This is an optimization exercise on Yosys and OpenROAD, whose aim is small area, not a production implementation.
RTL that was checked went through simulation tests only; none was proved equivalent to the original.
The flow treats the clock pin as an ideal source, which a real chip does not have.
Power and IR drop assume default switching activity.

== 07-23 ==
==> flow/design.v (excerpt) <==
module alu_adder (
    input             clk,
    input             rst,
    input             req_valid,
    output            req_ready,
    input      [7:0]  ctrl,
    input      [31:0] src,
    input      [31:0] dest,
    input             flag_we,
    input      [5:0]  flag_wdata,
    output reg        resp_valid,
    output     [31:0] result,
    output     [5:0]  flags,
    output reg        faulted,
    output     [2:0]  fault_cause
);
Size: ~640 cells after synthesis, about 93 flip-flops.
==> flow/config.mk <==
export PLATFORM = sky130hd
export DESIGN_NAME = alu_adder
export DESIGN_NICKNAME = alu_adder
export VERILOG_FILES = /design/flow/design.v
export SDC_FILE = /design/flow/constraint.sdc
export NUM_CORES = 4
export LEC_CHECK = 0
export CAP_MARGIN = 20
export CORE_MARGIN = 2
export CORE_UTILIZATION = 40
export SLEW_MARGIN = 20
==> flow/constraint.sdc <==
create_clock -name core_clock -period 20.0 [get_ports {clk}]
set_input_delay 4.0000 -clock core_clock [delete_from_list [all_inputs] [get_ports {clk}]]
set_output_delay 4.0000 -clock core_clock [all_outputs]
set_load 0.01 [all_outputs]
standard.sh (not shown) runs the stock make flow with config.mk's settings and CLKGATE_MAP_FILE= SYNTH_SCRIPT=/design/flow/synth_recipe.tcl, a recipe that flattens the netlist after the stock synthesis.
==> flow/flow/run.sh <==
#!/bin/bash
# Standard layout, but with the smallest buffer cell on every port and a
# clock tree of small buffers without dummy loads.
set -euo pipefail
export BUFFER_PORTS_ARGS="-buffer_cell sky130_fd_sc_hd__buf_1"
export CTS_ARGS="-sink_clustering_enable -repair_clock_nets -dont_use_dummy_load -buf_list sky130_fd_sc_hd__clkbuf_4 -root_buf sky130_fd_sc_hd__clkbuf_8"
bash standard.sh > standard.log 2>&1
Setup changes, 07-23 to 08-24
--- a/flow/design.v
+++ b/flow/design.v
@@ -21,24 +21,21 @@
     reg fc_hi, fc_lo;
     assign fault_cause = {fc_hi, ~fc_hi, fc_lo};
     reg [2:0]  ph;
     reg [4:0]  cnt;
     reg        t;           
     reg [31:0] A;
     reg [31:0] Q;
     assign result = A;
-    reg  [7:0] ctrl_r;
-    reg        sn, dn;
-    wire [4:0] op = ctrl_r[4:0];
-    wire [1:0] wc = ctrl_r[6:5];
-    wire first = (ph == 3'd0) & (cnt == 5'd31);
-    wire illegal_op = ctrl_r[7] | (op > 5'd16);
+    wire [4:0] op = ctrl[4:0];
+    wire [1:0] wc = ctrl[6:5];
+    wire illegal_op = ctrl[7] | (op > 5'd16);
     wire illegal_w  = (wc == 2'b11);
-    wire bad = (illegal_op | illegal_w) & ~first;
+    wire bad = illegal_op | illegal_w;
     wire op_addsub = (op[4:2] == 3'b000);           
     wire op_sub    = op[1];
     wire op_carry  = op[0];
     wire op_mul    = (op == 5'd4) | (op == 5'd5);
     wire op_div    = (op == 5'd6) | (op == 5'd7);
     wire op_mod    = (op == 5'd8) | (op == 5'd9);
     wire op_dm     = op_div | op_mod;
     wire op_signed = op[0] & (op_mul | op_dm);      
@@ -50,16 +47,18 @@
     wire w8  = (wc == 2'b00);
     wire w16 = (wc == 2'b01);
     wire g1 = wc[1] | wc[0];
     wire g2 = wc[1];
     wire [31:0] mask = {{16{g2}}, {8{g1}}, 8'hFF};
     function msb_w(input [31:0] x, input [1:0] c);
         msb_w = c[1] ? x[31] : c[0] ? x[15] : x[7];
     endfunction
+    wire sn = msb_w(src, wc);
+    wire dn = msb_w(dest, wc);
     wire pn = sn ^ dn;                            
     wire [4:0] c = src[4:0];
     wire c_zero = (c == 5'd0);
     wire c_big  = w8 ? (c[4] | c[3]) : w16 ? c[4] : 1'b0;    
     wire [4:0] c_at = {(g2 | op_shl) ? c[4] : 1'b1, (w8 & ~op_shl) ? 1'b1 : c[3], c[2:0]};
     wire at_c = (cnt == c_at);
     wire last = (cnt == 5'd0);
     reg [2:0] kind;
@@ -246,19 +245,16 @@
         end
     end
     wire active = req_valid & ~faulted;
     assign req_ready = ~faulted & ready_c;
     wire accept = active & ready_c;
     wire [31:0] a_keep = {14'h3FFF, ~kill16, ~kill16, 6'h3F, ~kill8, ~kill8, 8'hFF};
     always @(posedge clk) begin
         A <= S[31:0] & a_keep;
-        ctrl_r <= ctrl;
-        sn <= msb_w(src, ctrl[6:5]);
-        dn <= msb_w(dest, ctrl[6:5]);
         Q <= {Q[30:0], qbit};
         t <= t_n;
         if (~active) begin
         end else if (bad) begin
             fc_hi <= 1'b1;
             fc_lo <= ~illegal_op;
         end else if (ph == 3'd0) begin
             fc_hi <= 1'b0;
Results
- Worst reg-to-reg setup slack (higher): 08-24
- Delta (08-24 minus 07-23): layout overhead on the synthesized area went up by 9.0 points, peak fanout along the critical path went up 8, clock power went down, multi-input combinational cell area went down by 2.6%.
- Re overall global routing resource usage: 07-23 was lower than 08-24.
- Re worst setup slack after layout: 07-23 was lower than 08-24.
- 08-24 has net count of the mapped netlist below what 07-23 had.
- The data arrival time at the worst-slack endpoint of 08-24 is lower than that of 07-23.
- 08-24 -> 07-23: number of antenna repair diodes delta 0, exact match
The RTL of 08-24 was laid out without a check of its function.


Setup of job 3109:
alu_adder, a different RTL version from the one above (not shown whole).
For scale: about 480 cells after synthesis, roughly 130 I/O pins, ~4600 um2 of cells after synthesis.
==> flow/config.mk <==
export PLATFORM = sky130hd
export DESIGN_NAME = alu_adder
export DESIGN_NICKNAME = alu_adder
export VERILOG_FILES = /design/flow/design.v
export SDC_FILE = /design/flow/constraint.sdc
export NUM_CORES = 4
export LEC_CHECK = 0
export ABC_AREA = 1
export CAP_MARGIN = 20
export CORE_MARGIN = 2
export CORE_UTILIZATION = 40
export SLEW_MARGIN = 20
==> flow/constraint.sdc <==
create_clock -name core_clock -period 20.0 [get_ports {clk}]
set_input_delay 4.0000 -clock core_clock [delete_from_list [all_inputs] [get_ports {clk}]]
set_output_delay 4.0000 -clock core_clock [all_outputs]
set_load 0.01 [all_outputs]
==> flow/flow/run.sh <==
#!/bin/bash
# The standard layout (standard.sh), with four changes:
# - every port gets the smallest buffer cell (sky130_fd_sc_hd__buf_1);
# - the clock tree uses clkbuf_8/clkbuf_4 buffers and no dummy loads;
# - ABC maps the logic for area only (flow/area.abc instead of the
#   standard abc_area.script); the rest of the synthesis is the standard flow's own;
# - after CTS, flow/clock_down.tcl gives each clock buffer the smallest
#   size that keeps every flip-flop clock pin's slew within 110 ps.
# Each tool's output goes to standard.log and to ORFS's logs under orfs/.
set -euo pipefail
W=$PWD
export BUFFER_PORTS_ARGS="-buffer_cell sky130_fd_sc_hd__buf_1"
export POST_CTS_TCL="$W/flow/clock_down.tcl"
export CTS_ARGS="-sink_clustering_enable -repair_clock_nets -dont_use_dummy_load -buf_list sky130_fd_sc_hd__clkbuf_4 -root_buf sky130_fd_sc_hd__clkbuf_8"
cat > "$W/flow_synth.tcl" <<EOF
proc abc {args} {
  set i [lsearch -exact \$args -script]
  if { \$i >= 0 } { lset args [expr { \$i + 1 }] $W/flow/area.abc }
  yosys abc {*}\$args
}
source $W/synth_recipe.tcl
EOF
sed "s#SYNTH_SCRIPT=[^ ]*#SYNTH_SCRIPT=$W/flow_synth.tcl#" standard.sh > standard_area.sh
bash standard_area.sh > standard.log 2>&1
==> flow/flow/area.abc <==
strash
&get -n
&dch
&nf -p -R 1000 -F 8 -C 32
&put
topo
stime -c
dnsize -c
==> flow/flow/clock_down.tcl <==
set db [ord::get_db]
set block [ord::get_db_block]
set limit 0.110
proc worst_clk_slew {} {
  set worst 0
  foreach p [get_pins -hierarchical */CLK] {
    set sl [get_property $p slew_max]
    if { $sl > $worst } { set worst $sl }
  }
  return $worst
}
foreach inst [$block getInsts] {
  set name [$inst getName]
  if { ![string match "clkbuf_*_clk" $name] } { continue }
  set orig [[$inst getMaster] getName]
  foreach cand {sky130_fd_sc_hd__clkbuf_2 sky130_fd_sc_hd__clkbuf_4 sky130_fd_sc_hd__clkbuf_8 sky130_fd_sc_hd__clkbuf_16} {
    if { $cand == $orig } { break }
    $inst swapMaster [$db findMaster $cand]
    estimate_parasitics -placement
    if { [worst_clk_slew] <= $limit } { break }
    $inst swapMaster [$db findMaster $orig]
  }
  estimate_parasitics -placement
  puts "clock buffer $name: [[$inst getMaster] getName]"
}
puts "worst clock pin slew [worst_clk_slew]"
The inputs of job 3864 differ from those of job 3109 as listed below.
--- a/flow/design.v
+++ b/flow/design.v
@@ -20,22 +20,22 @@
     localparam P4 = 3'b111, P5 = 3'b110, P6 = 3'b100;
     reg cf, pf, af, zf, sf, of;
     assign flags = {of, sf, zf, af, pf, cf};
     reg [2:0]  ph;
     assign fault_cause = {ph[1], ~ph[1], ph[0]};
     reg [4:0]  cnt;
     reg        t;           
     reg [31:0] A;
     reg [31:0] Q;
     assign result = A;
+    reg  [1:0] wc;
     wire [4:0] op = ctrl[4:0];
-    wire [1:0] wc = ctrl[6:5];
     wire illegal_op = ctrl[7] | (ctrl[4:0] > 5'd16);
     wire illegal_w  = (ctrl[6:5] == 2'b11);
     wire bad = illegal_op | illegal_w;
     wire op_addsub = (op[4:2] == 3'b000);           
     wire op_sub    = op[1];
     wire op_carry  = op[0];
     wire op_mul    = (op == 5'd4) | (op == 5'd5);
     wire op_div    = (op == 5'd6) | (op == 5'd7);
     wire op_mod    = (op == 5'd8) | (op == 5'd9);
     wire op_dm     = op_div | op_mod;
@@ -232,20 +232,21 @@
         if (bad) begin
             ready_c = 1'b1; fault_c = 1'b1;
         end
     end
     wire active = req_valid & ~faulted;
     assign req_ready = ~faulted & ready_c;
     wire accept = active & ready_c;
     wire [31:0] a_keep = {14'h3FFF, ~kill16, ~kill16, 6'h3F, ~kill8, ~kill8, 8'hFF};
     always @(posedge clk) begin
         A <= S[31:0] & a_keep;
+        wc <= ctrl[6:5];
         Q <= {Q[30:0], qbit};
         t <= t_n;
     end
     wire fc_lo = bad ? ~illegal_op : (kind == K_H);
     always @(posedge clk) begin
         if (rst) begin
             ph <= P0;
             cnt <= 5'd31;
             resp_valid <= 1'b0;
             faulted <= 1'b0;
==> run notes <==
Sort job 3864 and job 3109 by global-route usage, ascending, and job 3109 comes first. Job 3864: total of fill cells in the finished design is 2.9% higher than what job 3109 reported. Summary of job 3864 over job 3109: via count went up by about 0.7%, relative slew slack now sits lower, sum of met2 wire segment lengths after detailed routing now sits higher.
No functional check of the RTL was part of any run of this note.


== west ==
The RTL this note starts from:
==> flow/design.v <==
module alu_adder (
    input             clk,
    input             rst,
    input             req_valid,
    output            req_ready,
    input      [7:0]  ctrl,
    input      [31:0] src,
    input      [31:0] dest,
    input             flag_we,
    input      [5:0]  flag_wdata,
    output reg        resp_valid,
    output     [31:0] result,
    output     [5:0]  flags,
    output reg        faulted,
    output     [2:0]  fault_cause
);
    localparam K_X = 3'd0, K_R = 3'd1, K_H = 3'd2, K_M = 3'd3;
    localparam K_D = 3'd4, K_G = 3'd5, K_I = 3'd6, K_S = 3'd7;
    reg cf, pf, af, zf, sf, of;
    assign flags = {of, sf, zf, af, pf, cf};
    reg fc_hi, fc_lo;
    assign fault_cause = {fc_hi, ~fc_hi, fc_lo};
    reg [2:0]  ph;
    reg [4:0]  cnt;
    reg        t;           
    reg [31:0] A;
    reg [31:0] Q;
    assign result = A;
    reg  [7:0] ctrl_r;
    reg        sn, dn;
    wire [4:0] op = ctrl_r[4:0];
    wire [1:0] wc = ctrl_r[6:5];
    wire first = (ph == 3'd0) & (cnt == 5'd31);
    wire illegal_op = ctrl_r[7] | (op > 5'd16);
    wire illegal_w  = (wc == 2'b11);
    wire bad = (illegal_op | illegal_w) & ~first;
    wire op_addsub = (op[4:2] == 3'b000);           
    wire op_sub    = op[1];
    wire op_carry  = op[0];
    wire op_mul    = (op == 5'd4) | (op == 5'd5);
    wire op_div    = (op == 5'd6) | (op == 5'd7);
    wire op_mod    = (op == 5'd8) | (op == 5'd9);
    wire op_dm     = op_div | op_mod;
    wire op_signed = op[0] & (op_mul | op_dm);      
    wire op_logic  = (op == 5'd10) | (op == 5'd11) | (op == 5'd12);
    wire op_shl    = (op == 5'd13) | (op == 5'd16);
    wire op_shr    = (op == 5'd14);
    wire op_sar    = (op == 5'd15);
    wire op_shrx   = op_shr | op_sar;
    wire w8  = (wc == 2'b00);
    wire w16 = (wc == 2'b01);
    wire g1 = wc[1] | wc[0];
    wire g2 = wc[1];
    wire [31:0] mask = {{16{g2}}, {8{g1}}, 8'hFF};
    function msb_w(input [31:0] x, input [1:0] c);
        msb_w = c[1] ? x[31] : c[0] ? x[15] : x[7];
    endfunction
    wire pn = sn ^ dn;                            
    wire [4:0] c = src[4:0];
    wire c_zero = (c == 5'd0);
    wire c_big  = w8 ? (c[4] | c[3]) : w16 ? c[4] : 1'b0;    
    wire [4:0] c_at = {(g2 | op_shl) ? c[4] : 1'b1, (w8 & ~op_shl) ? 1'b1 : c[3], c[2:0]};
    wire at_c = (cnt == c_at);
    wire last = (cnt == 5'd0);
    reg [2:0] kind;
    always @(*) begin
        kind = K_X;
        if (op_addsub)
            kind = (ph == 3'd0) ? K_X : K_R;
        else if (op_logic)
            kind = (ph == 3'd2) ? K_G : K_X;
        else if (op_mul)
            case (ph)
                3'd0, 3'd1, 3'd3: kind = K_X;
                3'd2: kind = K_M;
                default: kind = K_H;
            endcase
        else if (op_dm)
            case (ph)
                3'd0, 3'd1, 3'd2, 3'd5: kind = K_X;
                3'd3: kind = K_D;
                3'd4: kind = op_mod ? K_R : K_H;
                default: kind = K_H;
            endcase
        else if (op_shl)
            kind = (ph == 3'd0) ? K_X : K_I;
        else
            kind = (ph == 3'd2) ? K_S : K_X;
    end
    reg ins, x32on, mk;
    reg ys, yd, inv, cin;
    reg qbit;
    wire [32:0] x = {A[31] & x32on, A[30:0], ins};
    wire [31:0] ysm = {{16{ys & g2}}, {8{ys & g1}}, {8{ys}}};
    wire [31:0] ydm = {{16{yd & g2}}, {8{yd & g1}}, {8{yd}}};
    wire [31:0] ivm = {{16{inv & g2}}, {8{inv & g1}}, {8{inv}}};
    wire [31:0] y = ((ysm & src) | (ydm & dest)) ^ ivm;
    wire [33:0] cy;
    wire [33:0] S;
    assign cy[0] = cin;
    genvar i;
    generate
        for (i = 0; i < 32; i = i + 1) begin : g_fa
            assign S[i] = x[i] ^ y[i] ^ cy[i];
            assign cy[i+1] = (x[i] & y[i]) | (x[i] & cy[i]) | (y[i] & cy[i]);
        end
    endgenerate
    assign S[32] = x[32] ^ cy[32];
    assign cy[33] = x[32] & cy[32];
    assign S[33] = cy[33];
    wire s_w   = wc[1] ? S[32] : wc[0] ? S[16] : S[8];       
    wire s_w1  = wc[1] ? S[33] : wc[0] ? S[17] : S[9];       
    wire s_msb = msb_w(S[31:0], wc);                         
    wire x_msb = msb_w(x[31:0], wc);
    wire y_msb = msb_w(y, wc);
    wire q_top = msb_w(Q, wc);                               
    wire q_chk = wc[1] ? Q[30] : wc[0] ? Q[14] : Q[6];       
    wire n_zf = ((S[31:0] & mask) == 32'd0);
    wire n_pf = ~^S[7:0];
    wire n_sf = s_msb;
    wire kill8  = mk & w8;
    wire kill16 = mk & w16;
    reg ready_c;         
    reg fault_c;         
    reg wflags;          
    reg n_cf, n_of;
    reg t_n;
    reg fc_lo_set;       
    wire sub_step = ~t;                           
    wire neg = op_signed & (op_mod ? dn : pn);    
    always @(*) begin
        ins = 1'b0; x32on = 1'b1; mk = 1'b1;
        ys = 1'b0; yd = 1'b0; inv = 1'b0; cin = 1'b0;
        qbit = Q[31];
        ready_c = 1'b0; fault_c = 1'b0; wflags = 1'b0;
        n_cf = 1'b0; n_of = 1'b0;
        t_n = t;
        fc_lo_set = 1'b0;
        case (kind)
            K_X: begin
                mk = 1'b0;
                qbit = A[31];
                if ((op_mul & (ph == 3'd1)) | (op_dm & (ph == 3'd2))) t_n = 1'b0;
                if (last) begin
                    if (ph == 3'd0) begin
                        if (op_addsub | op_shrx) begin
                            yd = 1'b1;
                        end else if (op_mul) begin
                            ys = 1'b1; inv = op_signed & sn; cin = op_signed & sn;
                        end else if (op_dm | op_logic) begin
                            ys = 1'b1;
                            t_n = n_zf;
                        end
                    end else if (ph == 3'd1) begin
                        if (op_dm) begin
                            yd = 1'b1; inv = op_signed & dn; cin = op_signed & dn;
                        end else if (op_logic) begin
                            yd = 1'b1;
                        end else if (op_shrx) begin
                            inv = op_sar & dn;             
                            if (c_big) begin
                                ready_c = 1'b1; wflags = 1'b1;
                                n_cf = S[0];
                                n_of = op_shr & dn;
                            end
                        end
                    end
                end
                if (op_dm & (ph == 3'd1) & t) begin
                    ready_c = 1'b1; fault_c = 1'b1;    
                end
            end
            K_R: begin
                ins = A[31]; x32on = 1'b0; mk = last;
                if (last) begin
                    ys = op_addsub | t;
                    if (op_addsub) begin
                        inv = op_sub;
                        cin = op_sub ^ (op_carry & cf);
                        ready_c = 1'b1; wflags = 1'b1;
                        n_cf = s_w ^ op_sub;
                        n_of = (x_msb ~^ y_msb) & (s_msb ^ x_msb);
                    end else begin
                        inv = t & op_signed & sn; cin = t & op_signed & sn;
                        t_n = op_signed & ~pn & q_chk;
                        fc_lo_set = 1'b1;
                    end
                end
            end
            K_H: begin
                ins = Q[31] ^ neg;
                if (last) begin
                    cin = neg;
                    ready_c = 1'b1;
                    if (op_mul) begin
                        wflags = 1'b1;
                        n_cf = t | (op_signed & ~((n_sf == pn) | n_zf));
                        n_of = n_cf;
                    end else if (op_div) begin
                        fault_c = op_signed & ~pn & n_sf;
                        fc_lo_set = 1'b1;
                    end else begin
                        fault_c = t;
                    end
                end
            end
            K_M: begin
                yd = Q[31];
                inv = Q[31] & op_signed & dn; cin = Q[31] & op_signed & dn;
                t_n = t | s_w | s_w1;
            end
            K_D: begin
                ins = Q[31];
                ys = 1'b1;
                inv = sub_step ^ (op_signed & sn); cin = sub_step ^ (op_signed & sn);
                t_n = s_w ^ sub_step;
                qbit = ~(s_w ^ sub_step);
            end
            K_G: begin
                mk = 1'b0;
                ins = (op == 5'd10) ? (A[31] & Q[31]) :
                      (op == 5'd11) ? (A[31] | Q[31]) : (A[31] ^ Q[31]);
                if (last) begin
                    ready_c = 1'b1; wflags = 1'b1;
                end
            end
            K_I: begin
                yd = at_c;
                if (last) begin
                    ready_c = 1'b1; wflags = ~c_zero;
                    n_cf = s_w;
                    n_of = s_w ^ s_msb;
                end
            end
            default: begin   
                ins = q_top;
                if (at_c) begin
                    ready_c = 1'b1; wflags = ~c_zero;
                    n_cf = q_chk;                  
                    n_of = op_shr & dn;
                end
            end
        endcase
        if (bad) begin
            ready_c = 1'b1; fault_c = 1'b1;
        end
    end
    wire active = req_valid & ~faulted;
    assign req_ready = ~faulted & ready_c;
    wire accept = active & ready_c;
    wire [31:0] a_keep = {14'h3FFF, ~kill16, ~kill16, 6'h3F, ~kill8, ~kill8, 8'hFF};
    always @(posedge clk) begin
        A <= S[31:0] & a_keep;
        ctrl_r <= ctrl;
        sn <= msb_w(src, ctrl[6:5]);
        dn <= msb_w(dest, ctrl[6:5]);
        Q <= {Q[30:0], qbit};
        t <= t_n;
        if (~active) begin
        end else if (bad) begin
            fc_hi <= 1'b1;
            fc_lo <= ~illegal_op;
        end else if (ph == 3'd0) begin
            fc_hi <= 1'b0;
            fc_lo <= 1'b0;
        end else if (fc_lo_set) begin
            fc_lo <= 1'b1;
        end
    end
    always @(posedge clk) begin
        if (rst) begin
            ph <= 3'd0;
            cnt <= 5'd31;
            resp_valid <= 1'b0;
            faulted <= 1'b0;
            {of, sf, zf, af, pf, cf} <= 6'd0;
        end else begin
            resp_valid <= accept & ~fault_c;
            if (~active | accept) begin
                ph <= 3'd0;
                cnt <= 5'd31;
            end else begin
                cnt <= cnt - 5'd1;
                if (last) ph <= ph + 3'd1;
            end
            if (accept & fault_c) faulted <= 1'b1;
            if (accept & ~fault_c & wflags) begin
                cf <= n_cf;
                pf <= n_pf;
                zf <= n_zf;
                sf <= n_sf;
                of <= n_of;
            end
            if (flag_we) {of, sf, zf, af, pf, cf} <= flag_wdata;
        end
    end
endmodule
Settings: LEC_CHECK=0, ABC_AREA=1, CAP_MARGIN=20, CORE_MARGIN=2, CORE_UTILIZATION=40, SLEW_MARGIN=20; clock period 20.0 ns.
==> flow/flow/run.sh <==
#!/bin/bash
# Standard layout, but with the smallest buffer cell on every port and a
# clock tree of small buffers without dummy loads.
set -euo pipefail
export BUFFER_PORTS_ARGS="-buffer_cell sky130_fd_sc_hd__buf_1"
export CTS_ARGS="-sink_clustering_enable -repair_clock_nets -dont_use_dummy_load -buf_list sky130_fd_sc_hd__clkbuf_4 -root_buf sky130_fd_sc_hd__clkbuf_8"
bash standard.sh > standard.log 2>&1
For north, these inputs were changed with respect to west:
--- a/flow/design.v
+++ b/flow/design.v
@@ -25,16 +25,13 @@
     reg        t;           
     reg [31:0] A;
     reg [31:0] Q;
     assign result = A;
-    reg  [7:0] ctrl_r;
-    reg        sn, dn;
-    wire [4:0] op = ctrl_r[4:0];
-    wire [1:0] wc = ctrl_r[6:5];
-    wire first = (ph == 3'd0) & (cnt == 5'd31);
-    wire illegal_op = ctrl_r[7] | (op > 5'd16);
+    wire [4:0] op = ctrl[4:0];
+    wire [1:0] wc = ctrl[6:5];
+    wire illegal_op = ctrl[7] | (op > 5'd16);
     wire illegal_w  = (wc == 2'b11);
-    wire bad = (illegal_op | illegal_w) & ~first;
+    wire bad = illegal_op | illegal_w;
     wire op_addsub = (op[4:2] == 3'b000);           
     wire op_sub    = op[1];
     wire op_carry  = op[0];
     wire op_mul    = (op == 5'd4) | (op == 5'd5);
@@ -54,8 +51,10 @@
     wire [31:0] mask = {{16{g2}}, {8{g1}}, 8'hFF};
     function msb_w(input [31:0] x, input [1:0] c);
         msb_w = c[1] ? x[31] : c[0] ? x[15] : x[7];
     endfunction
+    wire sn = msb_w(src, wc);
+    wire dn = msb_w(dest, wc);
     wire pn = sn ^ dn;                            
     wire [4:0] c = src[4:0];
     wire c_zero = (c == 5'd0);
     wire c_big  = w8 ? (c[4] | c[3]) : w16 ? c[4] : 1'b0;    
@@ -250,11 +249,8 @@
     wire accept = active & ready_c;
     wire [31:0] a_keep = {14'h3FFF, ~kill16, ~kill16, 6'h3F, ~kill8, ~kill8, 8'hFF};
     always @(posedge clk) begin
         A <= S[31:0] & a_keep;
-        ctrl_r <= ctrl;
-        sn <= msb_w(src, ctrl[6:5]);
-        dn <= msb_w(dest, ctrl[6:5]);
         Q <= {Q[30:0], qbit};
         t <= t_n;
         if (~active) begin
         end else if (bad) begin
Findings:
Combinational power for north is higher than for west.
Between north and west, the cell depth of the worst min-delay path does not differ in any meaningful way.
Looking only at portion of total power attributed to combinational logic, and setting everything else aside, the lower value of west and north goes to west.
Diff west -> north | multi-input combinational cell count | increase of 2.8%
Taking west as the reference, in north final design area excluding fillers shrank by about 3%; minimum hold slack grew by 0.011 ns; clock network power consumption shrank by about 3.4%; multi-input gate share of total cell area held steady; detailed-route wire length shrank by 230 µm.
In north relative to west, placed cell count had gone up slightly.
In north relative to west, critical path depth in cells had gone up by a few percent.
No functional check of the RTL was part of north.

==> separate check: timing with driven ports <==
The results above use ideal ports. As a check the final layouts listed here were re-extracted and re-timed, cells and wires unchanged. Step 1, drivers: a clkbuf_16 drives clk and a buf_2 each remaining input, both assumed. Step 2 also shifts input and output timing later by t, the mid clock arrival at the registers, as if the neighbouring blocks saw the same clock. a / b / c = ideal / step 1 / step 2; a / b = the first two.
run | t (ns) | setup WS [ns] | latest minus earliest clock arrival (ns) | slew at the worst register clock pin (ns)
07-23 | 0.415 | 0.745 / 0.756 / 0.341 | 0.035 / 0.036 | 0.10 / 0.10
08-24 | 0.395 | 0.777 / 0.792 / 0.396 | 0.023 / 0.023 | 0.09 / 0.09
job 3109 | 0.397 | 0.672 / 0.680 / 0.283 | 0.028 / 0.028 | 0.11 / 0.11
job 3864 | 0.380 | 0.610 / 0.622 / 0.242 | 0.034 / 0.034 | 0.11 / 0.11
west | 0.413 | 1.199 / 1.209 / 0.796 | 0.036 / 0.036 | 0.11 / 0.11
north | 0.410 | 0.868 / 0.880 / 0.470 | 0.019 / 0.018 | 0.09 / 0.09
After both steps every run listed still meets setup and hold. The setup slack of 07-23, which loses most, moves by +0.011 ns with the drivers and by -0.404 ns with both steps.
